This design comes from an exercise in tuning for small area, a short achievable clock period and few clock cycles on the open sky130 flow, not from production work. Function was checked by simulation only, so behaviour that the tests miss may differ from the original. No activity file was given, so power comes from the tool's default toggle rates.

[run.sh]
#!/bin/bash
# synth_recipe.tcl (not shown) runs the flow's synth.tcl, then flattens the netlist and writes it again
# the make line also repeats each setting of config.mk as NAME=value (left out here)
make -C /OpenROAD-flow-scripts/flow DESIGN_CONFIG=/design/flow/config.mk WORK_HOME=/design/flow/orfs CLKGATE_MAP_FILE= SYNTH_SCRIPT=/design/flow/synth_recipe.tcl finish
[config.mk]
export PLATFORM = sky130hd
export DESIGN_NAME = nbc_stream_enc
export DESIGN_NICKNAME = nbc_stream_enc
export VERILOG_FILES = /design/flow/design.v
export SDC_FILE = /design/flow/constraint.sdc
export NUM_CORES = 4
export LEC_CHECK = 0
export ABC_CLOCK_PERIOD_IN_PS = 3600
export CAP_MARGIN = 20
export CORE_MARGIN = 2
export CORE_UTILIZATION = 40
export SETUP_SLACK_MARGIN = 4.4
export SLEW_MARGIN = 20
[constraint.sdc]
create_clock -name core_clock -period 8.0 [get_ports {clk}]
set_input_delay 1.6000 -clock core_clock [delete_from_list [all_inputs] [get_ports {clk}]]
set_output_delay 1.6000 -clock core_clock [all_outputs]
set_load 0.01 [all_outputs]
[design.v]
module nbc_stream_enc (
    input  wire        clk,
    input  wire        rst,
    input  wire        cmd_valid,
    output wire        cmd_ready,
    input  wire [31:0] cmd_count,
    input  wire [1:0]  cmd_mode,
    input  wire [63:0] cmd_acc,
    input  wire        in_valid,
    output wire        in_ready,
    input  wire [63:0] in_data,
    output wire        out_valid,
    input  wire        out_ready,
    output wire [63:0] out_data,
    output wire [3:0]  out_nbytes,
    output wire        out_last
);
    localparam MODE_DELTA = 2'd1;
    localparam MODE_XOR   = 2'd2;
    integer j, i;
    reg        active;       
    reg [31:0] rem;          
    reg [2:0]  gpos;         
    reg        i_v, i_c, i_x, i_e, i_l;
    reg [2:0]  i_pos;
    reg [63:0] i_d;
    reg [1:0]  mode;
    reg [63:0] acc;          
    reg        i_sub;        
    reg        i_xor;        
    reg        gopen;        
    reg [15:0] nz_acc;       
    reg [6:0]  m_acc;
    reg        pend_full;
    reg [15:0] pend_nz;      
    reg [7:0]  pend_m;
    reg        pend_last;    
    reg [63:0] sd [0:7];
    reg [7:0]  tv, tc, tf, tz;
    reg        noop;         
    reg [135:0] nbuf;        
    reg [5:0]   cnt;         
    reg         fin;         
    reg [3:0]   lnb;         
    reg [4:0]   blk_n;       
    reg [6:0]   bm;          
    reg         blk_last;    
    assign out_valid  = cnt[5] | cnt[4] | fin;
    assign out_last   = fin & (cnt == 6'd16);
    assign out_data   = nbuf[63:0];
    assign out_nbytes = lnb;
    wire xfer = out_valid & out_ready;
    wire v0 = tv[0];
    wire c0 = tc[0];
    wire f0 = tf[0];
    wire head_noop = noop;
    reg  lt16;               
    reg  ok2;                
    reg  blk_pre;            
    wire head_go = head_noop | lt16 | (out_ready & ok2);
    wire blocked = blk_pre & ~(v0 & f0);
    wire step    = head_go & (i_v | ~gopen);
    wire mv      = step & i_v & ~blocked;
    wire pk      = step & ~head_noop;
    reg  in_ra, in_rb, cmd_ra, cmd_rb;
    assign cmd_ready = cmd_ra | (cmd_rb & out_ready);
    assign in_ready  = in_ra | (in_rb & out_ready);
    wire cmd_fire = cmd_valid & cmd_ready;
    wire in_fire  = in_valid & in_ready;
    wire last_v   = (rem == 32'd1);
    wire [63:0] acc_m = acc & {64{i_sub | i_xor}};
    wire [63:0] dif   = i_d - acc;
    wire [63:0] t_val = i_sub ? dif : (i_d ^ acc_m);
    wire [63:0] bw    = dif ^ i_d ^ acc;
    reg [15:0] nzt;
    always @(*)
        for (i = 0; i < 16; i = i + 1)
            if (i_sub && i > 0 && bw[4*i])
                nzt[i] = (i_d[4*i +: 4] != acc[4*i +: 4] + 4'd1);
            else
                nzt[i] = (i_d[4*i +: 4] != acc_m[4*i +: 4]);
    wire zt = (i_d == acc_m);
    reg [15:0] tht;
    always @(*)
        for (i = 0; i < 16; i = i + 1)
            tht[i] = |(nzt >> i);
    wire [15:0] nz_new = (i_x ? 16'd0 : nz_acc) | tht;
    reg  [7:0]  m_full;
    always @(*)
        for (j = 0; j < 8; j = j + 1)
            m_full[j] = (j < i_pos) ? m_acc[j] : ((j == i_pos) ? zt : 1'b1);
    wire [15:0] th = pend_nz;
    wire [4:0]  pend_n;
    assign pend_n[4] = th[15];
    assign pend_n[3] = th[7] & ~th[15];
    assign pend_n[2] = (th[3] & ~th[7]) | (th[11] & ~th[15]);
    assign pend_n[1] = (th[1] & ~th[3]) | (th[5] & ~th[7]) | (th[9] & ~th[11]) | (th[13] & ~th[15]);
    assign pend_n[0] = (th[0] & ~th[1]) | (th[2] & ~th[3]) | (th[4] & ~th[5]) | (th[6] & ~th[7]) |
                       (th[8] & ~th[9]) | (th[10] & ~th[11]) | (th[12] & ~th[13]) | (th[14] & ~th[15]);
    wire [4:0] n_use = f0 ? pend_n : blk_n;
    wire       z0    = f0 ? pend_m[0] : bm[0];
    wire       more  = f0 ? ~&pend_m[7:1] : ~&bm[6:1];
    wire [5:0] len   = c0 ? 6'd8 : ({1'b0, f0, 2'b00} + {1'b0, (z0 ? 5'd0 : n_use)});
    wire [3:0] q     = cnt[3:0];
    wire [5:0] tot0  = {2'b00, q} + len;
    wire       pad   = ~c0 & ~more & tot0[0];
    wire [5:0] tot   = tot0 + {5'd0, pad};
    wire       fin_set = c0 ? tz[0] : ((f0 ? pend_last : blk_last) & ~more);
    wire [79:0]  app   = f0 ? {sd[0], pend_m, 3'b000, pend_n} : {16'd0, sd[0]};
    wire       bm_n0 = (v0 & ~c0) ? (f0 ? pend_m[1] : bm[1]) : bm[0];
    wire [135:0] app_s = {56'd0, app} << {q, 2'b00};
    wire [135:0] base  = xfer ? {64'd0, nbuf[135:64]} : nbuf;
    wire [5:0]   bcnt  = xfer ? cnt - 6'd16 : cnt;
    wire         bfin  = fin & ~(xfer & out_last);
    wire [5:0]   tot_r = (tot[3:0] == 4'd0) ? tot : {tot[5:4] + 2'd1, 4'd0};
    reg [5:0] cnt_n;
    reg       fin_n;
    always @(*) begin
        if (pk) begin
            cnt_n = fin_set ? tot_r : tot;
            fin_n = fin_set;
        end else begin
            cnt_n = bcnt;
            fin_n = bfin;
        end
    end
    wire take   = cmd_fire | in_fire;
    wire i_v_n  = take | (i_v & ~mv);
    wire i_c_n  = take ? cmd_fire : i_c;
    wire i_e_n  = take ? ((gpos == 3'd7) | last_v) : i_e;
    wire pf_n   = (mv & ~i_c & i_e) | (pend_full & ~(step & v0 & f0));
    wire act_n  = cmd_fire ? (cmd_count != 32'd0) : (active & ~(in_fire & last_v));
    wire v0_n   = step ? tv[1] : tv[0];
    wire f0_n   = step ? tf[1] : tf[0];
    wire noop_n = step ? (~tv[1] | (~tc[1] & ~tf[1] & bm_n0)) : noop;
    wire lt16_n = ~cnt_n[5] & ~cnt_n[4];
    wire ok2_n  = fin_n ? (cnt_n == 6'd16) : ~cnt_n[5];
    wire bpre_n = i_v_n & ~i_c_n & i_e_n & pf_n;
    wire blk_n_ = bpre_n & ~(v0_n & f0_n);
    wire ra_n   = ~i_v_n | (~blk_n_ & (noop_n | lt16_n));
    wire rb_n   = ~blk_n_ & ok2_n;
    always @(posedge clk) begin
        if (cmd_fire) begin
            rem  <= cmd_count;
            gpos <= 3'd0;
            mode <= cmd_mode;
        end else if (in_fire) begin
            rem  <= rem - 32'd1;
            gpos <= ((gpos == 3'd7) | last_v) ? 3'd0 : gpos + 3'd1;
        end
        if (cmd_fire | in_fire) begin
            i_d   <= cmd_fire ? {32'd0, cmd_count} : in_data;
            i_c   <= cmd_fire;
            i_x   <= cmd_fire ? (cmd_count == 32'd0) : (gpos == 3'd0);
            i_e   <= (gpos == 3'd7) | last_v;
            i_l   <= last_v;
            i_pos <= gpos;
            i_sub <= ~cmd_fire & (mode == MODE_DELTA);
            i_xor <= ~cmd_fire & (mode == MODE_XOR);
        end
        if (cmd_fire)
            acc <= cmd_acc;
        else if (mv & ~i_c)
            acc <= i_d;
        if (mv & ~i_c) begin
            if (i_e) begin
                pend_nz   <= nz_new;
                pend_m    <= m_full;
                pend_last <= i_l;
            end else begin
                nz_acc       <= nz_new;
                m_acc[i_pos] <= zt;
            end
        end
        if (step) begin
            for (j = 0; j < 7; j = j + 1)
                sd[j] <= sd[j+1];
            sd[7] <= t_val;
            tc <= {i_c, tc[7:1]};
            tf <= {~i_c & i_x, tf[7:1]};
            tz <= {i_c & i_x, tz[7:1]};
        end
        if (step & v0 & ~c0) begin
            if (f0) begin
                bm       <= pend_m[7:1];
                blk_n    <= pend_n;
                blk_last <= pend_last;
            end else begin
                bm <= {1'b1, bm[6:1]};
            end
        end
        if (pk & fin_set)
            lnb <= (tot[3:0] == 4'd0) ? 4'd8 : {1'b0, tot[3:1]};
        if (pk)
            nbuf <= (c0 ? 136'd0 : base) | app_s;
        else
            nbuf <= base;
        if (rst) begin
            active    <= 1'b0;
            i_v       <= 1'b0;
            gopen     <= 1'b0;
            pend_full <= 1'b0;
            tv        <= 8'd0;
            noop      <= 1'b1;
            in_ra     <= 1'b0;
            in_rb     <= 1'b0;
            cmd_ra    <= 1'b1;
            cmd_rb    <= 1'b0;
            cnt       <= 6'd0;
            fin       <= 1'b0;
            lt16      <= 1'b1;
            ok2       <= 1'b1;
            blk_pre   <= 1'b0;
        end else begin
            active <= act_n;
            in_ra  <= act_n & ra_n;
            in_rb  <= act_n & rb_n;
            cmd_ra <= ~act_n & ra_n;
            cmd_rb <= ~act_n & rb_n;
            i_v <= cmd_fire | in_fire | (i_v & ~mv);
            if (mv & ~i_c)
                gopen <= ~i_e;
            if (mv & ~i_c & i_e)
                pend_full <= 1'b1;
            else if (step & v0 & f0)
                pend_full <= 1'b0;
            if (step) begin
                tv   <= {mv, tv[7:1]};
                noop <= noop_n;
            end
            cnt     <= cnt_n;
            fin     <= fin_n;
            lt16    <= lt16_n;
            ok2     <= ok2_n;
            blk_pre <= bpre_n;
        end
    end
endmodule
==> flow_summary_export.csv, run 1 <==
group,metric,value,unit
run_status,outcome,"finished clean",
critical_path,crit_type,"reg -> reg",
place,portBuffers,238,
sta,setup_viol,0,
detailed_routing,num_vias,32280,
critical_path,critPathLaunchType,"flop",
detailed_routing,routedWlPerCell,20.13,µm
layout,area_growth,19.84,%
synthesis,async_flop_share,0,%
sta,max_freq,231.4,MHz
critical_path,crit_fanout,3,
sta,fin_setup_tns,0,ns
synthesis,synth.largest_area_cell,"edfxtp_1",
detailed_routing,routed_wl,121300,µm
sta,drv_slew,0,
power,vdd.ir_drop.worst,169.8,µV
sta,min_period,4.321,ns
power,leakagePower,20.48,nW
sta,hold_viol_final,0,
cts,cts_hold_buffers,0,
layout,drive_gt1_share,13.47,%
layout,nets,4708,
detailed_routing,wl_met3,5791,µm
sta,slew-limit-headroom,18.77,%
flow_run,max_cap_violations,0,
cts,htree_levels,3,
cts,cts_sinks,938,
synthesis,ys_types,94,
detailed_routing,ant_nets,0,
critical_path,cpLargestDelayFamily,"compound AO/OA/AOI/OAI gates",
detailed_routing,route.top_layer_used,"met4",
detailed_routing,first_iter_violations,2589,
detailed_routing,post_drt_via_cell_ratio,5.358,
cts,path_clk_slew,0.06,ns
floorplanning,die_h,343.4,µm
sta,tightest_slew,1.206,ns
critical_path,crit_required,8.59,ns
min_path,hold_class,"reg -> reg",
critical_path,crit_path_top_delay_cell,"a222oi_1",
detailed_routing,drtPass1Iterations,6,
floorplanning,rows,124,
floorplanning,start_util,40.31,%
detailed_routing,wl_met1,53730,µm
cts,clk_latency,0.69,ns
cts,cts_made_buffers,96,
synthesis,synth.top_cell.area_share,50.17,%
floorplanning,num_io_pins,239,
global_route,grtUsageTotal,20.06,%
synthesis,ys_seq_area_share,57.47,%
synthesis,synth_nets,4460,
power,p_total,16.02,mW
synthesis,synthFlopType,"edfxtp_1",
critical_path,end_kind,"flop",
place,place.gp.congestion,0.9495,
cts,cts.path.max_buffers,3,
cts,cts_tree,"yes",
critical_path,critical_path.cell_chain,"inv_2 -> a222oi_1 -> o2111ai_4 -> o21a_1 -> nor3b_1 -> ha_2 -> fa_2 -> xor2_2 -> and2_4 -> nand2_1 -> mux2_4 -> o22a_1 -> o31ai_4 -> mux2_4 -> xor2_2 -> a21oi_2 -> nand2b_1 -> a311oi_2",
synthesis,yosys_warnings,3,
critical_path,path_buf_inv,1,
detailed_routing,drc,0,
floorplanning,die-width,343.4,µm
detailed_routing,dr_wl_met2,57150,µm
synthesis,synthCells,4192,
critical_path,critical_path.max_stage_delay,0.45,ns
global_route,grt_pass1_vias,30760,
global_route,grt_overflow,0,
global_route,grt_pass1_wl,183100,µm
cts,root_buffer,"clkbuf_16",
sta,timing.final.crit_share,54.01,%
synthesis,synth_edf_count,770,
global_route,antenna_found_initial,1,
critical_path,crit_arrival,4.91,ns
sta,finClkSkew,0.04630,ns
floorplanning,core_area,114300,µm²
layout,diodes,0,
synthesis,yosys-top-cells-area,"edfxtp_1 (50%), dfxtp_1 (7.3%), nand2_1 (5.9%)",
power,pwr_density_cell,290.0,nW/µm²
synthesis,synth_area_per_cell,10.99,µm²
synthesis,ys_ff_latch,938,
sta,rsz0062_at_grt,"true",
place,hpwl,85790,µm
synthesis,syn_area,46090,µm²
global_route,grt_max_degree,136,
floorplanning,die-area,118000,µm²
per-layer routing:
metal / vias to the layer above / global-route usage [%]
li1: 15680 / -
met1: 15470 / 27.16
met2: 910 / 33.28
met3: 219 / 2.431
met4: 0 / 7.105
met5: - / 0
cell type report:
cell class                 instances  area, µm²
fill                           10260      59110
sequential                       938      26500
multi-input combinational       2817      18920
timing repair buffer             457       4247
clock buffer                     121       2516
tap                             1512       1892
clock inverter                    50      635.6
inverter                         129      513.0
timing repair inverter             1      8.758
worst register-to-register path: cells and delay by family (launching register included):
family / cells / cell delay, ns
AO/OA/AOI/OAI: 7 / 1.85
XOR/XNOR: 2 / 0.31
adder cells (fa/ha/maj): 2 / 0.59
buffers and inverters: 1 / 0.04
flip-flops: 1 / 0.36
multiplexers: 2 / 0.59
AND/OR/NAND/NOR: 4 / 0.49
through the flow:
step | std cells | cell area, µm² | utilization (%) | setup slack [ns] | hold slack [ns]
after floorplan | 4192 | 46340 | - | 3.538 | 0.4003
after global placement | 5678 | 49470 | 43.27 | 2.467 | 0.4005
after detailed placement | 5678 | 49470 | 43.27 | 2.417 | 0.4045
after CTS | 5917 | 53850 | 47.10 | 3.641 | 0.4061
after global routing | 6025 | 55230 | 48.30 | 3.463 | 0.4099
final | 6025 | 55230 | 48.30 | 3.679 | 0.4050
kinds of logic after synthesis:
family                   after synthesis  synth area share, %
AO/OA/AOI/OAI                        906                12.39
flip-flops                           938                57.47
multiplexers                         243                5.728
XOR/XNOR                             249                4.762
AND/OR/NAND/NOR                     1317                12.68
buffers and inverters                438                4.194
adder cells (fa/ha/maj)              101                2.775
report_power, final:
| part | total (mW) | internal (mW) | leakage, nW | switching, mW |
|---|---|---|---|---|
| Clock | 4.45 | 2.57 | 1.52 | 1.88 |
| Combinational | 4.06 | 1.64 | 9.74 | 2.42 |
| Sequential | 7.51 | 6.87 | 9.22 | 0.639 |
final timing paths:
check,startpoint,endpoint,slack (ns),cells after the start
hold / removal,sd[5][50],sd[4][50],0.40,0
setup reg to reg,pend_nz[3],cmd_ra,3.68,18
setup / recovery,pend_nz[3],cmd_ra,3.68,18
hold reg to reg,sd[5][50],sd[4][50],0.40,0
flip-flops by register name (all words and copies together) (netlist names), 2 cells and up:
name / flops
sd: 512
rem: 32
tf: 8
tv: 8
lnb: 4
pend_nz: 16
i_pos: 3
mode: 2
pend_m: 8
acc: 64
gpos: 3
nbuf: 136
m_acc: 7
tc: 8
cnt: 6
nz_acc: 16
bm: 7
i_d: 64
blk_n: 5
tz: 8
Yosys cell counts (67+ instances only):
cell type	n
dfxtp_1	168
o21ai_0	245
clkbuf_1	195
nand2_1	725
buf_4	70
inv_1	126
a21oi_1	233
nand3_1	67
edfxtp_1	770
nor2_1	233
xor2_1	79
xnor2_1	169
mux2i_1	176
ha_1	99
what timing repair did:
| item | CTS | global route |
|---|---|---|
| gates resized for setup | 145 | 111 |
| pin swaps | 36 | 38 |
| buffers inserted | 66 | 107 |
| endpoints found under the setup margin | 776 | 152 |
| gates cloned | 2 | 1 |
cell usage in the layout (no fill, tap or decap), types with 15 or more instances in the layout:
cell type        netlist  final
a211oi_1              24     20
a21o_1                46     45
a21oi_1              233    221
a22o_1                25     25
a31oi_1               58     55
and2_1                44     41
buf_4                 70    193
clkbuf_1             195     23
clkbuf_16              0     98
clkdlybuf4s50_1        0    233
clkinv_1               2     17
dfxtp_1              168    164
edfxtp_1             770    770
ha_1                  99     64
ha_4                   0     21
inv_1                126    117
mux2_2                54     51
mux2i_1              176    175
nand2_1              725    719
nand2b_1              25     24
nand3_1               67     60
nand4_1               39     39
nor2_1               233    221
nor2b_1               38     37
nor3_1                45     38
nor4_1                24     22
nor4b_1               30     28
o21ai_0              245    232
o21ai_1               14     15
o221ai_1              26     24
o22ai_1               60     60
o32ai_1               28     20
xnor2_1              169    166
xor2_1                79     77
Testbench counts, summed over its fixed seeds: cycles 15,210.
==> run 2: changes to the inputs <==
--- a/config.mk
+++ b/config.mk
@@ -6,8 +6,8 @@
 export NUM_CORES = 4
 export LEC_CHECK = 0
-export ABC_CLOCK_PERIOD_IN_PS = 3600
+export ABC_CLOCK_PERIOD_IN_PS = 4000
 export CAP_MARGIN = 20
 export CORE_MARGIN = 2
 export CORE_UTILIZATION = 40
-export SETUP_SLACK_MARGIN = 4.4
+export SETUP_SLACK_MARGIN = 4.0
 export SLEW_MARGIN = 20
==> run 2 against run 1 <==
Against the previous run:
- clock power rose by 4%
- first-iteration DRC count is 2.3% lower
- fmax shrank 0.42%
- synthesized cell count stayed put
- highest routed layer is now met5
- combinational power fell by 5.2%
- still clean on timing, DRC and antenna
- sequential share of layout area rose by 0.85 points
- setup slack worse by 0.018 ns
==> flow_summary_export.csv, run 2 <==
group,metric,value,unit
critical_path,critPathLaunchType,"flop",
detailed_routing,post_drt_via_cell_ratio,5.337,
floorplanning,core_area,114300,µm²
layout,layout_commonest_cell,"edfxtp_1",
cts,cts_made_buffers,98,
sta,max_freq,230.4,MHz
sta,tightest_slew,1.181,ns
detailed_routing,first_iter_violations,2529,
detailed_routing,drtPass1Iterations,6,
layout,reg_top3,"sd x512, nbuf x136",
layout,nets,4643,
cts,cts.path.max_buffers,3,
synthesis,yosys-top-cells-area,"edfxtp_1 (50%), dfxtp_1 (7.3%), nand2_1 (5.9%)",
cts,clk_latency,0.69,ns
global_route,grt_max_degree,182,
detailed_routing,routed_wl,118700,µm
power,pwr_density_cell,294.8,nW/µm²
min_path,whs_path_depth,0,
critical_path,crit_required,8.59,ns
place,placed_cell_area,49430,µm²
detailed_routing,drc,0,
cts,cts_tree,"yes",
place,hpwl,84410,µm
sta,drv_slew,0,
global_route,grt_overflow,0,
sta,slew-limit-headroom,20.45,%
cts,htree_levels,3,
sta,timing.final.ws_setup,3.661,ns
sta,finClkSkew,0.03014,ns
cts,root_buffer,"clkbuf_16",
layout,drive_gt1_share,11.42,%
critical_path,crit_fanout,3,
synthesis,async_flop_share,0,%
global_route,grtUsageTotal,19.68,%
floorplanning,die-width,343.4,µm
synthesis,synth_nets,4460,
synthesis,ys_types,94,
sta,setup_viol,0,
sta,timing.final.crit_share,54.24,%
floorplanning,die-area,118000,µm²
layout,most-common-layout-cells,"edfxtp_1 (770), nand2_1 (718), o21ai_0 (236), clkdlybuf4s50_1 (235), a21oi_1 (223)",
layout,area_growth,17.75,%
synthesis,synth.largest_area_cell,"edfxtp_1",
cts,cts_sinks,938,
synthesis,ys_seq_area_share,57.47,%
synthesis,synth_area_per_cell,10.99,µm²
synthesis,synth.top_cells.by_count,"edfxtp_1 (770), nand2_1 (725), o21ai_0 (245), a21oi_1 (233), nor2_1 (233)",
layout,largest_register,"sd",
power,leakagePower,20.13,nW
synthesis,synthFlopType,"edfxtp_1",
sta,fin_setup_tns,0,ns
synthesis,ys_ff_latch,938,
synthesis,synth_most_common_cell,"edfxtp_1",
critical_path,crit_arrival,4.93,ns
cts,path_clk_slew,0.06,ns
synthesis,synth.top_cell.area_share,50.17,%
sta,whs,0.3985,ns
floorplanning,start_util,40.31,%
detailed_routing,num_vias,31870,
place,portBuffers,238,
synthesis,synth_edf_count,770,
synthesis,yosys_warnings,3,
place,place_ws,2.251,ns
sta,hold_viol_final,0,
global_route,grt_pass1_wl,179900,µm
sta,min_period,4.339,ns
critical_path,end_kind,"flop",
sta,rsz0062_at_grt,"true",
cts,cts_hold_buffers,0,
flow_run,max_cap_violations,0,
power,vdd.ir_drop.worst,190.5,µV
layout,diodes,0,
floorplanning,die_h,343.4,µm
run_status,outcome,"finished clean",
global_route,grt_pass1_vias,30310,
floorplanning,rows,124,
layout,largest_reg_flops,512,
min_path,hold_class,"reg -> reg",
critical_path,crit_type,"reg -> reg",
floorplanning,num_io_pins,239,
detailed_routing,routedWlPerCell,19.87,µm
synthesis,syn_area,46090,µm²
global_route,antenna_found_initial,3,
synthesis,synthCells,4192,
place,place.gp.congestion,0.9597,
detailed_routing,ant_nets,0,
layout,final_area,54270,µm²
critical_path,reg2reg_depth,17,
[run 2: critical path, cell delays in order (launching register included)]
cell and delay, ns:
edfxtp_1 0.41, a222oi_1 0.44, o2111ai_2 0.36, o21a_1 0.21, nor3b_1 0.14, ha_2 0.20, fa_2 0.39, xor2_2 0.16
and2_4 0.17, nand2_1 0.05, mux2_4 0.25, o22a_1 0.23, o31ai_4 0.23, mux2_4 0.33, xor2_1 0.17, a21oi_2 0.18
nand2b_1 0.13, a311oi_1 0.22
[run 2: cell type report]
| class | count | area (µm²) |
|---|---|---|
| tap | 1512 | 1892 |
| fill | 10460 | 60080 |
| clock buffer | 123 | 2576 |
| inverter | 129 | 513.0 |
| timing repair buffer | 390 | 3615 |
| multi-input combinational | 2817 | 18420 |
| sequential | 938 | 26500 |
| timing repair inverter | 1 | 8.758 |
| clock inverter | 61 | 740.7 |
[run 2: per-layer routing]
| metal | wire length [µm] | vias to the layer above | track usage, % |
|---|---|---|---|
| met4 | 4809 | 4 | 8.060 |
| li1 | - | 15560 | - |
| met2 | 55210 | 944 | 32.07 |
| met1 | 52630 | 15140 | 26.40 |
| met3 | 5988 | 221 | 2.874 |
| met5 | 18 | - | 0 |
[run 2: final timing paths]
check             start        end  slack (ns)
min           sd[3][54]  sd[2][54]        0.40
max reg2reg  pend_nz[2]     cmd_ra        3.66
max          pend_nz[2]     cmd_ra        3.66
min reg2reg   sd[3][54]  sd[2][54]        0.40
[run 2: cell families after synthesis]
logic type,after synthesis,synth area share (%)
AOI/OAI and AO/OA,906,12.39
xor gates and xnor gates,249,4.762
adders and majority gates,101,2.775
buffers and inverters,438,4.194
DFF,938,57.47
muxes,243,5.728
and+or+nand+nor,1317,12.68
[run 2: per-stage QoR]
stage / power, mW / instances / util, %
floorplan: 9.844 / 4192 / -
global route: 16.76 / 5971 / 47.46
finish: 16.00 / 5971 / 47.46
global placement: 11.15 / 5676 / 43.23
CTS: 15.95 / 5901 / 46.70
detailed placement: 11.20 / 5676 / 43.23
[run 2: where the power goes]
| part | switching, mW | internal [mW] |
|---|---|---|
| clock | 1.91 | 2.72 |
| sequential | 0.643 | 6.87 |
| combinational | 2.33 | 1.52 |
| total | 4.88 | 11.1 |
[run 2: repair_timing]
action                                  in CTS  in global routing
cloned                                       3                  0
endpoints found under the hold margin        0                  0
endpoints found under the setup margin     335                145
resized for setup                           74                 72
buffers inserted                            38                 69
pin swaps                                   20                 26
==> run 3: changes to the inputs <==
--- a/design.v
+++ b/design.v
@@ -34,8 +34,9 @@
     reg        pend_full;
     reg [15:0] pend_nz;      
+    reg [4:0]  pend_n;       
     reg [7:0]  pend_m;
     reg        pend_last;    
-    reg [63:0] sd [0:7];
-    reg [7:0]  tv, tc, tf, tz;
+    reg [63:0] sd [0:8];
+    reg [8:0]  tv, tc, tf, tz;
     reg        noop;         
     reg [135:0] nbuf;        
@@ -81,21 +82,15 @@
                 nzt[i] = (i_d[4*i +: 4] != acc_m[4*i +: 4]);
     wire zt = (i_d == acc_m);
-    reg [15:0] tht;
-    always @(*)
-        for (i = 0; i < 16; i = i + 1)
-            tht[i] = |(nzt >> i);
-    wire [15:0] nz_new = (i_x ? 16'd0 : nz_acc) | tht;
+    wire [15:0] nz_new = (i_x ? 16'd0 : nz_acc) | nzt;
     reg  [7:0]  m_full;
     always @(*)
         for (j = 0; j < 8; j = j + 1)
             m_full[j] = (j < i_pos) ? m_acc[j] : ((j == i_pos) ? zt : 1'b1);
-    wire [15:0] th = pend_nz;
-    wire [4:0]  pend_n;
-    assign pend_n[4] = th[15];
-    assign pend_n[3] = th[7] & ~th[15];
-    assign pend_n[2] = (th[3] & ~th[7]) | (th[11] & ~th[15]);
-    assign pend_n[1] = (th[1] & ~th[3]) | (th[5] & ~th[7]) | (th[9] & ~th[11]) | (th[13] & ~th[15]);
-    assign pend_n[0] = (th[0] & ~th[1]) | (th[2] & ~th[3]) | (th[4] & ~th[5]) | (th[6] & ~th[7]) |
-                       (th[8] & ~th[9]) | (th[10] & ~th[11]) | (th[12] & ~th[13]) | (th[14] & ~th[15]);
+    reg [4:0] n_enc;
+    always @(*) begin
+        n_enc = 5'd0;
+        for (i = 0; i < 16; i = i + 1)
+            if (pend_nz[i]) n_enc = i + 1;
+    end
     wire [4:0] n_use = f0 ? pend_n : blk_n;
     wire       z0    = f0 ? pend_m[0] : bm[0];
@@ -163,4 +158,5 @@
         else if (mv & ~i_c)
             acc <= i_d;
+        pend_n <= n_enc;
         if (mv & ~i_c) begin
             if (i_e) begin
@@ -174,10 +170,10 @@
         end
         if (step) begin
-            for (j = 0; j < 7; j = j + 1)
+            for (j = 0; j < 8; j = j + 1)
                 sd[j] <= sd[j+1];
-            sd[7] <= t_val;
-            tc <= {i_c, tc[7:1]};
-            tf <= {~i_c & i_x, tf[7:1]};
-            tz <= {i_c & i_x, tz[7:1]};
+            sd[8] <= t_val;
+            tc <= {i_c, tc[8:1]};
+            tf <= {~i_c & i_x, tf[8:1]};
+            tz <= {i_c & i_x, tz[8:1]};
         end
         if (step & v0 & ~c0) begin
@@ -201,5 +197,5 @@
             gopen     <= 1'b0;
             pend_full <= 1'b0;
-            tv        <= 8'd0;
+            tv        <= 9'd0;
             noop      <= 1'b1;
             in_ra     <= 1'b0;
@@ -226,5 +222,5 @@
                 pend_full <= 1'b0;
             if (step) begin
-                tv   <= {mv, tv[7:1]};
+                tv   <= {mv, tv[8:1]};
                 noop <= noop_n;
             end
--- a/config.mk
+++ b/config.mk
@@ -6,8 +6,8 @@
 export NUM_CORES = 4
 export LEC_CHECK = 0
-export ABC_CLOCK_PERIOD_IN_PS = 4000
+export ABC_CLOCK_PERIOD_IN_PS = 3600
 export CAP_MARGIN = 20
 export CORE_MARGIN = 2
 export CORE_UTILIZATION = 40
-export SETUP_SLACK_MARGIN = 4.0
+export SETUP_SLACK_MARGIN = 4.4
 export SLEW_MARGIN = 20
==> run 3 against run 2 <==
Against the previous run:
- clock-buffer cell count up 12
- critical path depth down 1
- final area rose by 3.1%
- global-route usage is 0.92 points lower
- via count shrank 2.3%
- non-clock buffer count fell by 21
- critical endpoint is now in_ra
- highest routed layer unchanged
==> flow_summary_export.csv, run 3 <==
group,metric,value,unit
place,place.gp.congestion,0.9177,
synthesis,synth_edf_count,837,
synthesis,synth.top_cells.by_count,"edfxtp_1 (837), nand2_1 (666), mux2i_1 (230), o21ai_0 (218), a21oi_1 (209)",
synthesis,async_flop_share,0,%
detailed_routing,routed_wl,117000,µm
global_route,grt_max_degree,192,
sta,slew-limit-headroom,25.36,%
cts,cts_hold_buffers,0,
critical_path,reg2reg_depth,16,
detailed_routing,routedWlPerCell,19.90,µm
synthesis,synth.top_cell.area_share,52.85,%
global_route,grt_overflow,0,
critical_path,crit_fanout,4,
synthesis,synthFlopType,"edfxtp_1",
detailed_routing,drc,0,
synthesis,synth.largest_area_cell,"edfxtp_1",
sta,setup_viol,0,
flow_run,max_cap_violations,0,
critical_path,crit_type,"reg -> reg",
detailed_routing,first_iter_violations,2355,
sta,whs,0.4014,ns
floorplanning,core_area,117900,µm²
sta,rsz0062_at_grt,"true",
layout,drive_gt1_share,11.67,%
sta,min_period,3.731,ns
sta,fin_setup_tns,0,ns
floorplanning,start_util,40.33,%
synthesis,synth_area_per_cell,11.64,µm²
critical_path,end_kind,"flop",
sta,timing.final.crit_share,46.64,%
critical_path,crit_arrival,4.34,ns
power,vdd.ir_drop.worst,187.3,µV
synthesis,synth_nets,4352,
floorplanning,die_h,348.8,µm
cts,cts_sinks,1011,
sta,hold_viol_final,0,
sta,drv_slew,0,
layout,final_area,55960,µm²
place,portBuffers,238,
global_route,grtUsageTotal,18.77,%
run_status,outcome,"finished clean",
floorplanning,die-width,348.8,µm
layout,reg_top3,"sd x576, nbuf x136",
sta,tightest_slew,1.118,ns
critical_path,crit_required,8.61,ns
power,leakagePower,20.84,nW
synthesis,ys_types,92,
cts,htree_levels,3,
global_route,antenna_found_initial,1,
layout,layout_commonest_cell,"edfxtp_1",
synthesis,ys_ff_latch,1011,
synthesis,ys_seq_area_share,60.18,%
min_path,hold_class,"reg -> reg",
place,hpwl,81010,µm
global_route,grt_pass1_wl,177900,µm
cts,cts_made_buffers,103,
synthesis,synthCells,4084,
power,pwr_density_cell,299.4,nW/µm²
layout,largest_reg_flops,576,
floorplanning,die-area,121700,µm²
cts,cts.path.max_buffers,3,
layout,largest_register,"sd",
layout,most-common-layout-cells,"edfxtp_1 (837), nand2_1 (659), clkdlybuf4s50_1 (233), mux2i_1 (225), o21ai_0 (209)",
cts,path_clk_slew,0.07,ns
cts,root_buffer,"clkbuf_16",
cts,cts_tree,"yes",
floorplanning,num_io_pins,239,
detailed_routing,drtPass1Iterations,5,
synthesis,yosys_warnings,3,
layout,nets,4531,
place,placed_cell_area,50920,µm²
detailed_routing,num_vias,31130,
synthesis,synth_most_common_cell,"edfxtp_1",
min_path,whs_path_depth,0,
synthesis,syn_area,47560,µm²
sta,max_freq,268.0,MHz
detailed_routing,post_drt_via_cell_ratio,5.294,
cts,clk_latency,0.69,ns
layout,final_util,47.45,%
layout,diodes,0,
detailed_routing,ant_nets,0,
sta,finClkSkew,0.03802,ns
critical_path,critPathLaunchType,"flop",
synthesis,yosys-top-cells-area,"edfxtp_1 (53%), dfxtp_1 (7.3%), nand2_1 (5.3%)",
layout,area_growth,17.67,%
global_route,grt_pass1_vias,29420,
floorplanning,rows,126,
run 3: changes by cell type after synthesis, sizes merged, moves of 12 or more:
cell / delta
nand4: -12
edfxtp: +67
nor2: -57
a211oi: -15
xnor2: +20
a21oi: -26
o21ai: -24
mux2i: +54
nor2b: -19
nand2: -59
a21o: +16
run 3: power by group:
group	switching, mW	internal, mW	leakage [nW]
sequential	0.674	7.51	10.0
combinational	2.24	1.54	9.17
clock	2.02	2.77	1.63
total	4.93	11.8	20.8
run 3: layout make-up:
class                   count  area [µm²]
fillers                 10590       61960
inverters                 122       486.7
well taps                1536        1922
clock inverters            51       578.1
repair inverters            1       8.758
repair buffers            369        3632
clock buffers             135        2800
flip-flops and latches   1011       28630
multi-input cells        2655       17900
run 3: per-stage QoR:
step                setup slack [ns]  instances  power, mW
floorplan                      3.817       4084      10.47
global placement               2.422       5591      11.74
detailed placement             2.369       5591      11.79
CTS                            4.127       5824      16.73
global route                   4.093       5880      17.54
finish                         4.269       5880      16.75
run 3: cells by family after synthesis:
logic type / synth area share (%)
simple gates: 11.08
flops: 60.18
compound gates: 10.94
buf+inv: 3.881
mux: 6.356
xor+xnor: 4.880
fa+ha+maj: 2.689
run 3: repair_timing:
| action | 4_1_cts | 5_1_grt |
|---|---|---|
| resized for setup | 88 | 95 |
| endpoints found under the setup margin | 1008 | 236 |
| cloned | 6 | 1 |
| pin swaps | 21 | 32 |
| setup buffers | 41 | 55 |
run 3: final timing paths:
path | startpoint | to | slack (ns)
min | sd[2][39] | sd[1][39] | 0.40
max | tf[0] | in_ra | 4.27
max reg2reg | tf[0] | in_ra | 4.27
min reg2reg | sd[2][39] | sd[1][39] | 0.40
run 3: metal layers:
| layer | share of wire [%] | GRT usage (%) |
|---|---|---|
| met1 | 46 | 26.25 |
| met3 | 5.0 | 2.502 |
| met4 | 2.9 | 5.762 |
| met2 | 46 | 30.34 |
| met5 | 0.0094 | 0 |
run 3: critical path: stages (launching register included):
cell,delay [ns]
edfxtp_1,0.43
buf_6,0.16
mux2_4,0.33
nor2b_4,0.14
ha_4,0.15
ha_4,0.18
or2_4,0.25
ha_4,0.28
a21oi_2,0.06
or4_4,0.46
nand2_4,0.13
xor2_4,0.08
nor4_4,0.36
nor3_4,0.10
o31ai_4,0.31
nand2_2,0.10
a21boi_1,0.14
Testbench counts of run 3, summed over its fixed seeds: cycles 15,253.
==> run 4: changes to the inputs <==
--- a/config.mk
+++ b/config.mk
@@ -6,8 +6,8 @@
 export NUM_CORES = 4
 export LEC_CHECK = 0
-export ABC_CLOCK_PERIOD_IN_PS = 3600
+export ABC_CLOCK_PERIOD_IN_PS = 4000
 export CAP_MARGIN = 20
 export CORE_MARGIN = 2
 export CORE_UTILIZATION = 40
-export SETUP_SLACK_MARGIN = 4.4
+export SETUP_SLACK_MARGIN = 4.1
 export SLEW_MARGIN = 20
==> run 4 against run 3 <==
Against the previous run:
- final area down 1.5%
- non-clock buffer count down 65
- sequential power about the same
- sequential cell count unchanged
- critical path depth unchanged
- clock-buffer cell count up 2
- power down 0.31%
- core utilization down 0.73 points
- clock skew up 0.040 ns
- first-iteration DRC count down 2.6%
- clock power up 2%
- combinational power down 4%
- highest routed layer is now met4
==> flow_summary_export.csv, run 4 <==
group,metric,value,unit
synthesis,ys_ff_latch,1011,
detailed_routing,post_drt_via_cell_ratio,5.281,
layout,drive_gt1_share,8.695,%
cts,cts_sinks,1011,
sta,min_period,3.900,ns
synthesis,synth_top_family_by_area,"simple AND/OR/NAND/NOR gates",
floorplanning,die_h,348.8,µm
synthesis,synth_mux_area_share,6.356,%
layout,reg_top3,"sd x576, nbuf x136",
floorplanning,rows,126,
sta,hold_viol_final,0,
place,portBuffers,238,
floorplanning,die-area,121700,µm²
global_route,grtUsageTotal,18.56,%
layout,nets,4468,
sta,slew-limit-headroom,29.75,%
detailed_routing,routedWlPerCell,19.81,µm
sta,max_freq,256.4,MHz
synthesis,async_flop_share,0,%
power,pwr_density_cell,303.1,nW/µm²
cts,cts_tree,"yes",
critical_path,crit_fanout,8,
layout,multiInputGateArea,17490,µm²
floorplanning,core_area,117900,µm²
critical_path,crit_arrival,4.46,ns
synthesis,synth.largest_area_cell,"edfxtp_1",
cts,cts.path.max_buffers,3,
sta,drv_slew,0,
synthesis,yosys-top-cells-area,"edfxtp_1 (53%), dfxtp_1 (7.3%), nand2_1 (5.3%)",
global_route,grt_overflow,0,
detailed_routing,ant_nets,0,
global_route,grt_pass1_vias,29110,
detailed_routing,routed_wl,115400,µm
detailed_routing,num_vias,30770,
layout,largest_reg_flops,576,
cts,root_buffer,"clkbuf_16",
synthesis,synthAdderAreaFrac,2.689,%
sta,rsz0062_at_grt,"true",
sta,tightest_slew,1.054,ns
critical_path,critPathLaunchType,"flop",
critical_path,end_kind,"flop",
layout,ff_latch_area,28630,µm²
sta,finClkSkew,0.07802,ns
detailed_routing,drc,0,
synthesis,synth.top_cells.by_count,"edfxtp_1 (837), nand2_1 (666), mux2i_1 (230), o21ai_0 (218), a21oi_1 (209)",
floorplanning,num_io_pins,239,
floorplanning,start_util,40.33,%
detailed_routing,first_iter_violations,2293,
synthesis,ys_types,92,
layout,diodes,0,
floorplanning,die-width,348.8,µm
layout,area_growth,15.86,%
sta,fin_setup_tns,0,ns
synthesis,synth-simple-area-share,11.08,%
synthesis,synth_nets,4352,
power,leakagePower,20.51,nW
global_route,grt_pass1_wl,175300,µm
synthesis,synth-xor-area-share,4.880,%
place,place.gp.congestion,0.9255,
sta,timing.final.crit_share,48.75,%
critical_path,crit_type,"reg -> reg",
layout,final_util,46.72,%
cts,cts_hold_buffers,0,
synthesis,synthFlopType,"edfxtp_1",
flow_run,max_cap_violations,0,
cts,clk_latency,0.71,ns
cts,cts_made_buffers,105,
cts,htree_levels,3,
layout,fill_cells,10680,
layout,largest_register,"sd",
synthesis,ys_seq_area_share,60.18,%
cts,path_clk_slew,0.07,ns
synthesis,synthCells,4084,
synthesis,synth_compound_area_share,10.94,%
sta,setup_viol,0,
synthesis,synth_edf_count,837,
synthesis,synth.top_cell.area_share,52.85,%
synthesis,synth_most_common_cell,"edfxtp_1",
min_path,hold_class,"reg -> reg",
global_route,antenna_found_initial,1,
power,vdd.ir_drop.worst,193.7,µV
synthesis,syn_area,47560,µm²
global_route,grt_max_degree,120,
critical_path,crit_required,8.56,ns
place,hpwl,81660,µm
synthesis,yosys_warnings,3,
run_status,outcome,"finished clean",
detailed_routing,drtPass1Iterations,8,
layout,most-common-layout-cells,"edfxtp_1 (837), nand2_1 (660), clkdlybuf4s50_1 (234), mux2i_1 (230), o21ai_0 (214)",
layout,layout_commonest_cell,"edfxtp_1",
synthesis,synth_area_per_cell,11.64,µm²
## run 4: cell families after synthesis
kind of cell | Yosys count
and+or+nand+nor | 1166
DFF | 1011
AOI/OAI and AO/OA | 827
buffers and inverters | 420
muxes | 294
xor gates and xnor gates | 265
adders and majority gates | 101
## run 4: worst paths after layout
path / end / slack [ns] / cells past startpoint / start
worst max register to register: ok2 / 4.10 / 16 / tf[0]
worst max-delay path: ok2 / 4.10 / 16 / tf[0]
worst min-delay path: sd[0][54] / 0.41 / 0 / sd[1][54]
worst min register to register: sd[0][54] / 0.41 / 0 / sd[1][54]
## run 4: what timing repair did
item                                    CTS  global route
cloned                                    2             2
pin swaps                                 7            13
setup buffers                            10            21
resized for setup                        32            29
endpoints found under the setup margin  744            94
## run 4: area by class of cell
cell class	instances	area share, %
clock buffer	137	5.118
clock inverter	60	1.274
inverter	122	0.8833
multi-input combinational	2654	31.74
sequential	1011	51.96
tap	1536	3.488
timing repair buffer	304	5.507
timing repair inverter	2	0.03179
## run 4: stage by stage
stage | instance area [µm²] | setup slack, ns | instances | power [mW] | hold slack, ns
4_1_cts | 54710 | 3.848 | 5802 | 16.74 | 0.4130
3_3_place_gp | 50920 | 2.314 | 5592 | 11.74 | 0.4007
3_5_place_dp | 50930 | 2.241 | 5593 | 11.80 | 0.4045
2_1_floorplan | 47720 | 3.817 | 4084 | 10.47 | 0.4003
6_report | 55100 | 4.100 | 5826 | 16.70 | 0.4083
5_1_grt | 55100 | 3.970 | 5826 | 17.50 | 0.4152
## run 4: per-layer routing
metal,GRT usage (%),vias to the layer above,part of all wire (%)
met4,5.753,0,3.0
li1,-,15070,-
met5,0,-,0
met1,25.57,14670,45
met3,2.523,169,4.9
met2,30.41,853,47
## run 4: where the power goes
group | switching, mW | internal, mW
Clock | 2.09 | 2.79
Sequential | 0.690 | 7.51
Combinational | 2.18 | 1.45
Total | 4.95 | 11.7
## run 4: worst max-delay path, cell delays in order (launching register included)
cell      delay (ns)
edfxtp_1        0.46
buf_12          0.18
mux2_4          0.30
nor2b_1         0.13
ha_2            0.28
nor2b_1         0.13
ha_1            0.37
a21o_1          0.16
a21oi_2         0.06
or4_4           0.44
a311o_1         0.36
o21ai_1         0.07
a31oi_1         0.10
mux2i_1         0.25
nor2_1          0.11
a21boi_4        0.16
or2_1           0.21
==> run 5: changes to the inputs <==
--- a/config.mk
+++ b/config.mk
@@ -6,8 +6,8 @@
 export NUM_CORES = 4
 export LEC_CHECK = 0
-export ABC_CLOCK_PERIOD_IN_PS = 4000
+export ABC_CLOCK_PERIOD_IN_PS = 3300
 export CAP_MARGIN = 20
 export CORE_MARGIN = 2
 export CORE_UTILIZATION = 40
-export SETUP_SLACK_MARGIN = 4.1
+export SETUP_SLACK_MARGIN = 4.8
 export SLEW_MARGIN = 20
==> run 5 against run 4 <==
Against the previous run:
- clock power is 1% higher
- synthesized area unchanged
- setup slack gained 0.16 ns
- power up 3.3%
- fmax rose by 4.2%
- worst hold slack got worse by 0.024 ns
- first-iteration DRC count grew 11%
- clock-buffer cell count decreased by 11
- cell count up 3.1%
- sequential cell count stayed put
- synthesized cell count unchanged
- largest cell class unchanged
- highest routed layer unchanged
==> flow_summary_export.csv, run 5 <==
group,metric,value,unit
synthesis,ys_ff_latch,1011,
power,leakagePower,22.05,nW
synthesis,yosys_warnings,3,
sta,timing.final.crit_share,46.77,%
global_route,antenna_found_initial,0,
sta,hold_viol_final,0,
place,dp.cells,5596,
run_status,outcome,"finished clean",
synthesis,synth_area_per_cell,11.64,µm²
detailed_routing,ant_nets,0,
sta,fin_setup_tns,0,ns
detailed_routing,num_vias,32010,
critical_path,crit_type,"reg -> reg",
cts,cts.path.max_buffers,3,
critical_path,crit_arrival,4.32,ns
layout,reg_top3,"sd x576, nbuf x136",
synthesis,synth_most_common_cell,"edfxtp_1",
global_route,grtUsageTotal,19.30,%
global_route,grt_pass1_wl,182200,µm
layout,final_util,49.14,%
global_route,grt_max_degree,192,
detailed_routing,routed_wl,121400,µm
cts,root_buffer,"clkbuf_16",
floorplanning,core_area,117900,µm²
sta,finClkSkew,0.03278,ns
detailed_routing,first_iter_violations,2540,
sta,rsz0062_at_grt,"true",
layout,largest_register,"sd",
critical_path,crit_required,8.58,ns
sta,drv_slew,0,
power,pwr_density_cell,297.6,nW/µm²
layout,layout_commonest_cell,"edfxtp_1",
synthesis,syn_area,47560,µm²
min_path,hold_class,"reg -> reg",
floorplanning,start_util,40.33,%
layout,drive_gt1_share,16.72,%
global_route,grt_pass1_vias,30420,
layout,instances_no_fill,6009,
critical_path,end_kind,"flop",
layout,area_growth,21.84,%
detailed_routing,routedWlPerCell,20.21,µm
cts,cts_made_buffers,106,
synthesis,synthFlopType,"edfxtp_1",
sta,setup_viol,0,
cts,cts_sinks,1011,
cts,cts_tree,"yes",
synthesis,synth_edf_count,837,
power,vdd.ir_drop.worst,210.3,µV
floorplanning,die_h,348.8,µm
flow_run,max_cap_violations,0,
layout,nets,4648,
floorplanning,num_io_pins,239,
place,hpwl,81630,µm
synthesis,yosys-top-cells-area,"edfxtp_1 (53%), dfxtp_1 (7.3%), nand2_1 (5.3%)",
power,p_total,17.24,mW
global_route,grt_overflow,0,
floorplanning,die-width,348.8,µm
place,place.gp.congestion,0.9238,
synthesis,synth.largest_area_cell,"edfxtp_1",
detailed_routing,post_drt_via_cell_ratio,5.327,
detailed_routing,drtPass1Iterations,6,
synthesis,synthCells,4084,
layout,diodes,0,
synthesis,ys_seq_area_share,60.18,%
cts,clk_latency,0.69,ns
synthesis,synth_nets,4352,
cts,htree_levels,3,
cts,path_clk_slew,0.06,ns
place,portBuffers,238,
floorplanning,rows,126,
layout,largest_reg_flops,576,
critical_path,crit_fanout,4,
sta,slew-limit-headroom,30.79,%
critical_path,critPathLaunchType,"flop",
sta,whs,0.3846,ns
floorplanning,die-area,121700,µm²
detailed_routing,drc,0,
sta,tightest_slew,1.036,ns
synthesis,ys_types,92,
synthesis,synth.top_cell.area_share,52.85,%
sta,max_freq,267.3,MHz
synthesis,async_flop_share,0,%
sta,min_period,3.742,ns
synthesis,synth.top_cells.by_count,"edfxtp_1 (837), nand2_1 (666), mux2i_1 (230), o21ai_0 (218), a21oi_1 (209)",
layout,most-common-layout-cells,"edfxtp_1 (837), nand2_1 (654), mux2i_1 (226), buf_4 (210), o21ai_0 (193)",
## run 5: changes by cell type in the layout (fill, tap and decap cells not counted), sizes merged
| cell | previous run | this run |
|---|---|---|
| buf | 66 | 247 |
| clkdlybuf4s50 | 234 | 167 |
| dlygate4sd2 | 1 | 57 |
| clkinv | 38 | 53 |
| clkbuf | 138 | 127 |
| dlymetal6s2s | 1 | 9 |
| bufbuf | 0 | 2 |
| bufinv | 9 | 11 |
| a21oi | 211 | 210 |
| clkdlybuf4s15 | 1 | 0 |
| clkinvlp | 8 | 7 |
| inv | 129 | 128 |
| nand2 | 666 | 667 |
## run 5: metal layers
layer / vias up / GRT usage (%) / part of all wire [%]
met5: - / 0 / 0
met4: 0 / 6.316 / 3.0
met3: 216 / 2.619 / 5.3
met2: 995 / 31.70 / 47
met1: 15360 / 26.38 / 45
li1: 15440 / - / -
## run 5: worst max-delay path, stage by stage (launching register included)
cell and delay, ns:
edfxtp_1 0.42, buf_6 0.16, mux2_4 0.33, nor2b_4 0.14, ha_4 0.16, ha_4 0.19
or2_4 0.25, ha_4 0.28, a21oi_2 0.05, or4_4 0.45, a311o_1 0.29, o21ai_1 0.07
a31oi_1 0.11, mux2i_1 0.28, nor2_1 0.09, a21boi_4 0.15, or2_1 0.21
## run 5: power breakdown
part | switching [mW] | internal (mW) | leakage (nW)
Combinational | 2.43 | 1.74 | 10.3
Sequential | 0.634 | 7.51 | 10.0
Clock | 2.07 | 2.85 | 1.74
Total | 5.14 | 12.1 | 22.0
## run 5: logic make-up (layout without fill, tap and decap cells)
kind of cell	after synthesis	after routing	synth area share (%)
AO/OA/AOI/OAI	827	827	10.94
XOR/XNOR	265	265	4.880
adder cells (fa/ha/maj)	101	101	2.689
buffers and inverters	420	808	3.881
flip-flops	1011	1011	60.18
multiplexers	294	294	6.356
AND/OR/NAND/NOR	1166	1167	11.08
## run 5: area by class of cell
class                           instances  area (µm²)
Timing Repair Buffer                  483        4446
Timing Repair inverter                  2       17.52
Clock buffer                          126        2799
Fill cell                           10420       59980
Sequential cell                      1011       28640
Tap cell                             1536        1922
Clock inverter                         75       770.7
Multi-Input combinational cell       2654       18860
Inverter                              122       489.2
## run 5: repair_timing
action | CTS | global route
setup endpoints to repair | 1073 | 148
gates cloned | 5 | 1
setup buffers | 150 | 56
pin swaps | 69 | 81
resized for setup | 298 | 151
hold buffers | 0 | 0
## run 5: worst paths after layout
kind	start	end	slack, ns	cells after the start
max	tf[0]	ok2	4.26	16
min	sd[1][9]	sd[0][9]	0.38	0
max reg2reg	tf[0]	ok2	4.26	16
min reg2reg	sd[1][9]	sd[0][9]	0.38	0
## run 5: stage by stage
stage               worst slack (ns)  instance area, µm²
floorplan                      3.817               47760
global placement               2.564               50960
detailed placement             2.566               50960
CTS                            4.280               56800
global route                   4.157               57950
finish                         4.258               57950
==> run 6: changes to the inputs <==
==> flow/run.sh (new file) <==
#!/bin/bash
# The standard layout, except that the I/O ports are buffered with
# sky130_fd_sc_hd__buf_2 cells instead of the delay buffers that buffer_ports
# picks by default. Every port still gets its own buffer.
set -euo pipefail
export BUFFER_PORTS_ARGS="-buffer_cell sky130_fd_sc_hd__buf_2"
bash standard.sh > standard_flow.log 2>&1
==> standard.sh (new file) <==
#!/bin/bash
# synth_recipe.tcl (not shown) runs the flow's synth.tcl, then flattens the netlist and writes it again
# the make line also repeats each setting of config.mk as NAME=value (left out here)
make -C /OpenROAD-flow-scripts/flow DESIGN_CONFIG=/design/flow/config.mk WORK_HOME=/design/flow/orfs CLKGATE_MAP_FILE= SYNTH_SCRIPT=/design/flow/synth_recipe.tcl "${@:-finish}"
--- a/config.mk
+++ b/config.mk
@@ -6,8 +6,8 @@
 export NUM_CORES = 4
 export LEC_CHECK = 0
-export ABC_CLOCK_PERIOD_IN_PS = 3300
+export ABC_CLOCK_PERIOD_IN_PS = 3600
 export CAP_MARGIN = 20
 export CORE_MARGIN = 2
 export CORE_UTILIZATION = 40
-export SETUP_SLACK_MARGIN = 4.8
+export SETUP_SLACK_MARGIN = 4.4
 export SLEW_MARGIN = 20
removed: run.sh
==> run 6 against run 5 <==
Against the previous run:
- largest power group unchanged
- sequential cell count unchanged
- synthesized area unchanged
- fmax decreased by 0.56%
- sequential power grew 0.5%
- core utilization is 2.8 points lower
- critical path type unchanged
- synthesized cell count is the same
- non-clock buffer count is 116 lower
- via count is 2.7% lower
- routed wire length shrank 3.6%
- combinational power is 12% lower
- cell count shrank 2.1%
- final area shrank 5.7%
- highest routed layer is now met5
==> flow_summary_export.csv, run 6 <==
group,metric,value,unit
layout,largest_reg_flops,576,
sta,setup_viol,0,
synthesis,ys_seq_area_share,60.18,%
global_route,grt_pass1_wl,177600,µm
cts,path_clk_slew,0.06,ns
sta,min_period,3.763,ns
global_route,antenna_found_initial,1,
sta,drv_slew,0,
power,pwr-share-seq,49.2,%
layout,area_growth,14.94,%
sta,hold_viol_final,0,
detailed_routing,ant_nets,0,
layout,most-common-layout-cells,"edfxtp_1 (837), nand2_1 (660), buf_2 (235), mux2i_1 (228), o21ai_0 (209)",
synthesis,synth_compound_area_share,10.94,%
critical_path,crit_arrival,4.34,ns
floorplanning,rows,126,
detailed_routing,routedWlPerCell,19.90,µm
layout,final_util,46.35,%
global_route,grt_max_degree,189,
global_route,grt_overflow,0,
layout,diodes,0,
synthesis,synth_edf_count,837,
sta,finClkSkew,0.04661,ns
detailed_routing,drtPass1Iterations,6,
critical_path,crit_path_top_delay_cell,"or4_4",
flow_run,max_cap_violations,0,
synthesis,synth.top_cells.by_count,"edfxtp_1 (837), nand2_1 (666), mux2i_1 (230), o21ai_0 (218), a21oi_1 (209)",
power,p_int,11.64,mW
synthesis,synth_top_family_by_area,"simple AND/OR/NAND/NOR gates",
power,combPwrFrac,22.1,%
synthesis,synth-simple-area-share,11.08,%
sta,rsz0062_at_grt,"true",
floorplanning,die_h,348.8,µm
synthesis,syn_area,47560,µm²
synthesis,synth_area_per_cell,11.64,µm²
layout,reg_top3,"sd x576, nbuf x136",
global_route,grt_pass1_vias,29830,
sta,fin_setup_tns,0,ns
power,p_sw,4.981,mW
power,vdd.ir_drop.worst,196.8,µV
layout,nets,4530,
detailed_routing,post_drt_via_cell_ratio,5.295,
cts,root_buffer,"clkbuf_16",
cts,clk_latency,0.69,ns
floorplanning,core_area,117900,µm²
sta,timing.final.crit_share,47.03,%
synthesis,synth_most_common_cell,"edfxtp_1",
place,portBuffers,238,
synthesis,yosys_warnings,3,
synthesis,synth_nets,4352,
power,leakagePower,20.93,nW
cts,htree_levels,3,
place,place.gp.congestion,0.9211,
sta,tightest_slew,1.027,ns
synthesis,ys_types,92,
synthesis,synth-xor-area-share,4.880,%
critical_path,crit_fanout,6,
detailed_routing,first_iter_violations,2460,
synthesis,synth_mux_area_share,6.356,%
floorplanning,die-area,121700,µm²
floorplanning,die-width,348.8,µm
run_status,outcome,"finished clean",
critical_path,crit_required,8.57,ns
critical_path,cpMostUsedCell,"ha_4",
synthesis,synthCells,4084,
floorplanning,start_util,40.33,%
layout,layout_commonest_cell,"edfxtp_1",
global_route,grtUsageTotal,18.71,%
synthesis,async_flop_share,0,%
critical_path,critical_path.max_stage_delay,0.45,ns
synthesis,synth.largest_area_cell,"edfxtp_1",
power,power_frac_clock,28.7,%
cts,cts.path.max_buffers,3,
floorplanning,num_io_pins,239,
sta,max_freq,265.8,MHz
synthesis,synthAdderAreaFrac,2.689,%
place,hpwl,81870,µm
min_path,hold_class,"reg -> reg",
cts,cts_made_buffers,105,
synthesis,ys_ff_latch,1011,
detailed_routing,num_vias,31150,
critical_path,crit_type,"reg -> reg",
layout,largest_register,"sd",
detailed_routing,drc,0,
layout,fill_cells,10770,
sta,slew-limit-headroom,31.47,%
cts,cts_sinks,1011,
synthesis,yosys-top-cells-area,"edfxtp_1 (53%), dfxtp_1 (7.3%), nand2_1 (5.3%)",
detailed_routing,routed_wl,117100,µm
critical_path,end_kind,"flop",
cts,cts_tree,"yes",
synthesis,synthFlopType,"edfxtp_1",
layout,drive_gt1_share,16.63,%
synthesis,synth.top_cell.area_share,52.85,%
power,pwr_density_cell,304.1,nW/µm²
power,swShare,29.97,%
critical_path,critical_path.cell_chain,"buf_12 -> buf_4 -> mux2_2 -> nor2b_2 -> ha_4 -> or2_4 -> ha_4 -> a21oi_2 -> or4_4 -> a311o_1 -> o21ai_1 -> a31oi_1 -> mux2i_1 -> nor2_1 -> a21boi_2 -> or2_1",
critical_path,critPathLaunchType,"flop",
run 6: cell counts after synthesis:
No cell type changed its count.
run 6: worst paths after layout:
check	cells after the start	endpoint	start	slack (ns)
worst max-delay path	16	ok2	tf[0]	4.24
worst min-delay path	0	sd[6][52]	sd[7][52]	0.40
worst max register to register	16	ok2	tf[0]	4.24
worst min register to register	0	sd[6][52]	sd[7][52]	0.40
run 6: metrics by stage:
stage          setup slack, ns  area (µm²)  instances  hold WS [ns]  power (mW)
6_report                 4.237       54660       5883        0.4045       16.62
3_5_place_dp             2.691       49740       5590        0.4045       11.68
4_1_cts                  4.247       53870       5814        0.4013       16.61
3_3_place_gp             2.728       49740       5590        0.4014       11.63
2_1_floorplan            3.817       47730       4084        0.4003       10.47
5_1_grt                  4.130       54660       5883        0.4127       17.41
run 6: what timing repair did:
action,in CTS,in global routing
hold buffers,0,0
buffers inserted,27,69
pin swaps,16,18
endpoints found under the setup margin,501,56
cloned,5,0
resized for setup,73,58
run 6: final cells by class:
class,instances,area (µm²),share of cell area (%)
clock buffer,133,2803,5.128
timing repair buffer,367,2386,4.365
timing repair inverter,2,17.52,0.03205
tap,1536,1922,3.516
multi-input combinational,2653,17790,32.55
inverter,122,486.7,0.8904
sequential,1011,28630,52.38
clock inverter,59,619.3,1.133
run 6: per-layer routing:
layer	track usage (%)	share of wire (%)	vias to the layer above
met5	0	0.011	-
met4	5.885	3.0	2
met3	2.555	4.7	206
met2	30.37	46	830
met1	25.98	46	14920
li1	-	-	15190
run 6: kinds of logic after synthesis:
logic type,Yosys count
AND/OR/NAND/NOR,1166
AO/OA/AOI/OAI,827
XOR/XNOR,265
adder cells (fa/ha/maj),101
flip-flops,1011
buffers and inverters,420
multiplexers,294
run 6: power groups by stage:
stage                     logic [mW]  clock network, mW  registers, mW
after CTS                       3.51               4.88           8.21
final                           3.67               4.77           8.18
after global routing            3.99               5.08           8.34
after floorplan                 2.53                  0           7.94
after global placement          3.35                  0           8.28
after detailed placement        3.35                  0           8.33
run 6: critical path: cells and delay by family, from the launching register on:
kind                     cells  cell delay, ns
adder cells (fa/ha/maj)      2            0.51
flip-flops                   1            0.43
AO/OA/AOI/OAI                5            0.72
buffers and inverters        2            0.29
AND/OR/NAND/NOR              5            1.16
multiplexers                 2            0.54
==> run 7: changes to the inputs <==
--- a/design.v
+++ b/design.v
@@ -81,5 +81,5 @@
             else
                 nzt[i] = (i_d[4*i +: 4] != acc_m[4*i +: 4]);
-    wire zt = (i_d == acc_m);
+    wire zt = ~|nzt;
     wire [15:0] nz_new = (i_x ? 16'd0 : nz_acc) | nzt;
     reg  [7:0]  m_full;
==> run 7 against run 6 <==
Against the previous run:
- sequential share of layout area decreased by 2.0 points
- non-clock buffer count increased by 67
- clock-buffer cell count increased by 3
- critical path depth unchanged
- worst hold slack improved by 0.0084 ns
- still clean on timing, DRC and antenna
- clock power increased by 4.4%
- power increased by 5.6%
- die area increased by 1.1%
- highest routed layer is now met4
- via count increased by 4.5%
- sequential power increased by 1%
- critical endpoint is now m_acc[6]
==> flow_summary_export.csv, run 7 <==
group,metric,value,unit
critical_path,crit_arrival,5.54,ns
cts,cts.path.max_buffers,3,
synthesis,async_flop_share,0,%
sta,drv_slew,0,
min_path,hold_start,"sd[1][43]",
cts,htree_levels,3,
cts,path_clk_slew,0.06,ns
layout,final_area,56870,µm²
place,placed_cell_area,50560,µm²
critical_path,r2r_slack,2.99,ns
synthesis,synth_most_common_cell,"edfxtp_1",
critical_path,critPathLaunchType,"flop",
place,place.gp.congestion,0.9430,
synthesis,synth_area_per_cell,11.47,µm²
detailed_routing,post_drt_via_cell_ratio,5.288,
layout,largest_reg_flops,576,
power,leakagePower,21.77,nW
place,place_ws,2.480,ns
critical_path,crit_required,8.53,ns
cts,cts_sinks,1011,
floorplanning,die_h,350.6,µm
synthesis,yosys_warnings,3,
layout,largest_register,"sd",
floorplanning,num_io_pins,239,
detailed_routing,drtPass1Iterations,5,
detailed_routing,ant_nets,0,
cts,cts_made_buffers,104,
synthesis,yosys-top-cells-area,"edfxtp_1 (52%), dfxtp_1 (7.2%), nand2_1 (5.2%)",
power,vdd.ir_drop.worst,172.4,µV
synthesis,synth.top_cells.by_count,"edfxtp_1 (837), nand2_1 (670), o21ai_0 (260), mux2i_1 (245), nor2_1 (225)",
synthesis,synthCells,4192,
floorplanning,die-width,350.6,µm
synthesis,synth_nets,4460,
critical_path,crit_path_top_delay_cell,"or4_4",
place,hpwl,82550,µm
layout,area_growth,18.32,%
sta,finClkSkew,0.04065,ns
layout,final_util,47.59,%
critical_path,reg2reg_depth,16,
cts,root_buffer,"clkbuf_16",
detailed_routing,routedWlPerCell,19.62,µm
layout,instances_no_fill,6156,
floorplanning,start_util,40.22,%
critical_path,crit_fanout,6,
sta,min_period,5.009,ns
sta,tightest_slew,1.024,ns
synthesis,synthFlopType,"edfxtp_1",
layout,drive_gt1_share,20.03,%
layout,layout_commonest_cell,"edfxtp_1",
cts,clk_latency,0.70,ns
critical_path,cpLargestDelayFamily,"simple AND/OR/NAND/NOR gates",
sta,max_freq,199.7,MHz
critical_path,critical_path.cell_chain,"ha_4 -> fa_2 -> nor2b_2 -> o31a_1 -> o21ai_1 -> xnor2_2 -> buf_4 -> xnor2_1 -> a22oi_1 -> o311a_1 -> or3_1 -> nor4_4 -> nand4_1 -> or4_4 -> or4b_4 -> o31ai_2",
synthesis,ys_ff_latch,1011,
detailed_routing,drc,0,
floorplanning,die-area,123000,µm²
sta,timing.final.crit_share,62.61,%
critical_path,path_buf_inv,1,
synthesis,synth.top_cell.area_share,52.29,%
synthesis,synth_edf_count,837,
cts,cts_hold_buffers,0,
cts,cts_tree,"yes",
synthesis,ys_seq_area_share,59.54,%
layout,ff_latch_area,28630,µm²
run_status,outcome,"finished clean",
layout,multiInputGateArea,19150,µm²
global_route,grtUsageTotal,19.18,%
sta,slew-limit-headroom,29.81,%
global_route,grt_pass1_vias,30970,
sta,setup_viol,0,
sta,hold_viol_final,0,
sta,timing.final.ws_setup,2.991,ns
synthesis,syn_area,48060,µm²
synthesis,synth.largest_area_cell,"edfxtp_1",
synthesis,ys_types,98,
layout,diodes,0,
sta,rsz0062_at_grt,"true",
layout,most-common-layout-cells,"edfxtp_1 (837), nand2_1 (661), mux2i_1 (238), buf_2 (235), o21ai_0 (227)",
layout,fill_cells,10880,
critical_path,r2r-end,"m_acc[6]",
floorplanning,core_area,119500,µm²
critical_path,critical_path.max_stage_delay,0.61,ns
power,p_total,17.55,mW
detailed_routing,routed_wl,120800,µm
place,portBuffers,238,
floorplanning,rows,127,
detailed_routing,first_iter_violations,2783,
critical_path,end_kind,"flop",
sta,whs,0.4129,ns
min_path,whs_path_depth,0,
global_route,grt_pass1_wl,183200,µm
min_path,min_to,"sd[0][43]",
global_route,grt_overflow,0,
global_route,antenna_found_initial,1,
min_path,hold_class,"reg -> reg",
detailed_routing,num_vias,32550,
layout,reg_top3,"sd x576, nbuf x136",
layout,nets,4722,
flow_run,max_cap_violations,0,
critical_path,r2r-start,"acc[0]",
place,dp.cells,5794,
critical_path,crit_type,"reg -> reg",
sta,fin_setup_tns,0,ns
power,pwr_density_cell,308.5,nW/µm²
global_route,grt_max_degree,105,
run 7: cell count changes in the layout (fill, tap and decap cells not counted), moves of 19 or more:
cell,change
o32ai_1,-24
o21ai_2,+19
nor4b_1,-19
nor2_1,+41
xnor2_1,-47
a21oi_1,-24
buf_4,+58
a31oi_1,-21
run 7: worst register-to-register path, cell delays in order (launching register included):
cell      delay (ns)
edfxtp_1        0.42
ha_4            0.19
fa_2            0.41
nor2b_2         0.14
o31a_1          0.27
o21ai_1         0.17
xnor2_2         0.27
buf_4           0.18
xnor2_1         0.12
a22oi_1         0.11
o311a_1         0.34
or3_1           0.40
nor4_4          0.22
nand4_1         0.21
or4_4           0.61
or4b_4          0.59
o31ai_2         0.20
run 7: final cells by class:
type | instances | share of cell area (%)
flip-flops and latches | 1011 | 50.34
inverters | 134 | 0.9637
multi-input cells | 2766 | 33.68
repair inverters | 3 | 0.04620
repair buffers | 434 | 5.155
clock inverters | 60 | 1.296
well taps | 1612 | 3.547
clock buffers | 136 | 4.972
run 7: how the worst max path moves through the flow:
stage | from | slack (ns) | endpoint | depth (start not counted)
final | acc[0] | 2.99 | m_acc[6] | 16
after global routing | i_d[0] | 2.90 | m_acc[6] | 17
after CTS | i_d[0] | 3.01 | m_acc[6] | 17
after detailed placement | i_d[15] | 2.48 | m_acc[6] | 14
after global placement | i_d[27] | 2.57 | m_acc[6] | 14
after floorplan | out_ready | 3.41 | in_ra | 10
run 7: kinds of logic after synthesis:
| group | synth area share [%] |
|---|---|
| simple gates | 11.89 |
| flops | 59.54 |
| compound gates | 11.12 |
| buf+inv | 3.806 |
| mux | 6.578 |
| xor+xnor | 4.405 |
| fa+ha+maj | 2.660 |
run 7: report_power, final:
group	internal, mW	switching (mW)
registers	7.59	0.679
clock network	2.93	2.05
logic	1.71	2.60
total	12.2	5.32
run 7: repair_timing:
action                                  4_1_cts  5_1_grt
endpoints found under the setup margin      759      111
cloned                                        7        1
buffers inserted                             90       68
pin swaps                                    67       42
resized for setup                           195      118
run 7: per-layer routing:
layer,global-route usage (%),vias to the layer above,part of all wire [%]
met1,26.73,15610,45
li1,-,15760,-
met2,30.76,980,46
met5,0,-,0
met4,6.665,0,3.4
met3,2.566,212,5.3
Testbench counts of run 7, summed over its fixed seeds: cycles 15,253.

==> separate check: timing with driven ports <==
How much do the figures lean on ideal ports? The routed layouts below were timed once more, with nothing changed but the port constraints.
Step 1, drivers: a clkbuf_16 drives clk and a buf_2 each remaining input, both assumed.
Step 2, shift: input delay + t, output delay - t, t = (earliest + latest rising clock arrival at the registers) / 2. This alone moves slack from input paths to output paths.
a / b / c = ideal ports / drivers / drivers and shift; a / b = the first two.
| run | t (ns) | slack for setup (ns) | slew at the worst register clock pin (ns) |
|---|---|---|---|
| run 1 | 0.734 | 3.679 / 3.679 / 3.679 | 0.07 / 0.07 |
| run 2 | 0.738 | 3.661 / 3.661 / 3.525 | 0.07 / 0.07 |
| run 3 | 0.746 | 4.269 / 4.228 / 3.746 | 0.07 / 0.07 |
| run 4 | 0.746 | 4.100 / 4.088 / 3.572 | 0.07 / 0.07 |
| run 5 | 0.752 | 4.258 / 4.237 / 4.146 | 0.07 / 0.07 |
| run 6 | 0.745 | 4.237 / 4.237 / 3.725 | 0.07 / 0.07 |
| run 7 | 0.758 | 2.991 / 2.991 / 2.991 | 0.07 / 0.07 |
After both steps every run listed still meets setup and hold. For run 4, which loses most, drivers alone change the setup slack by -0.012 ns; drivers and shift together by -0.528 ns.
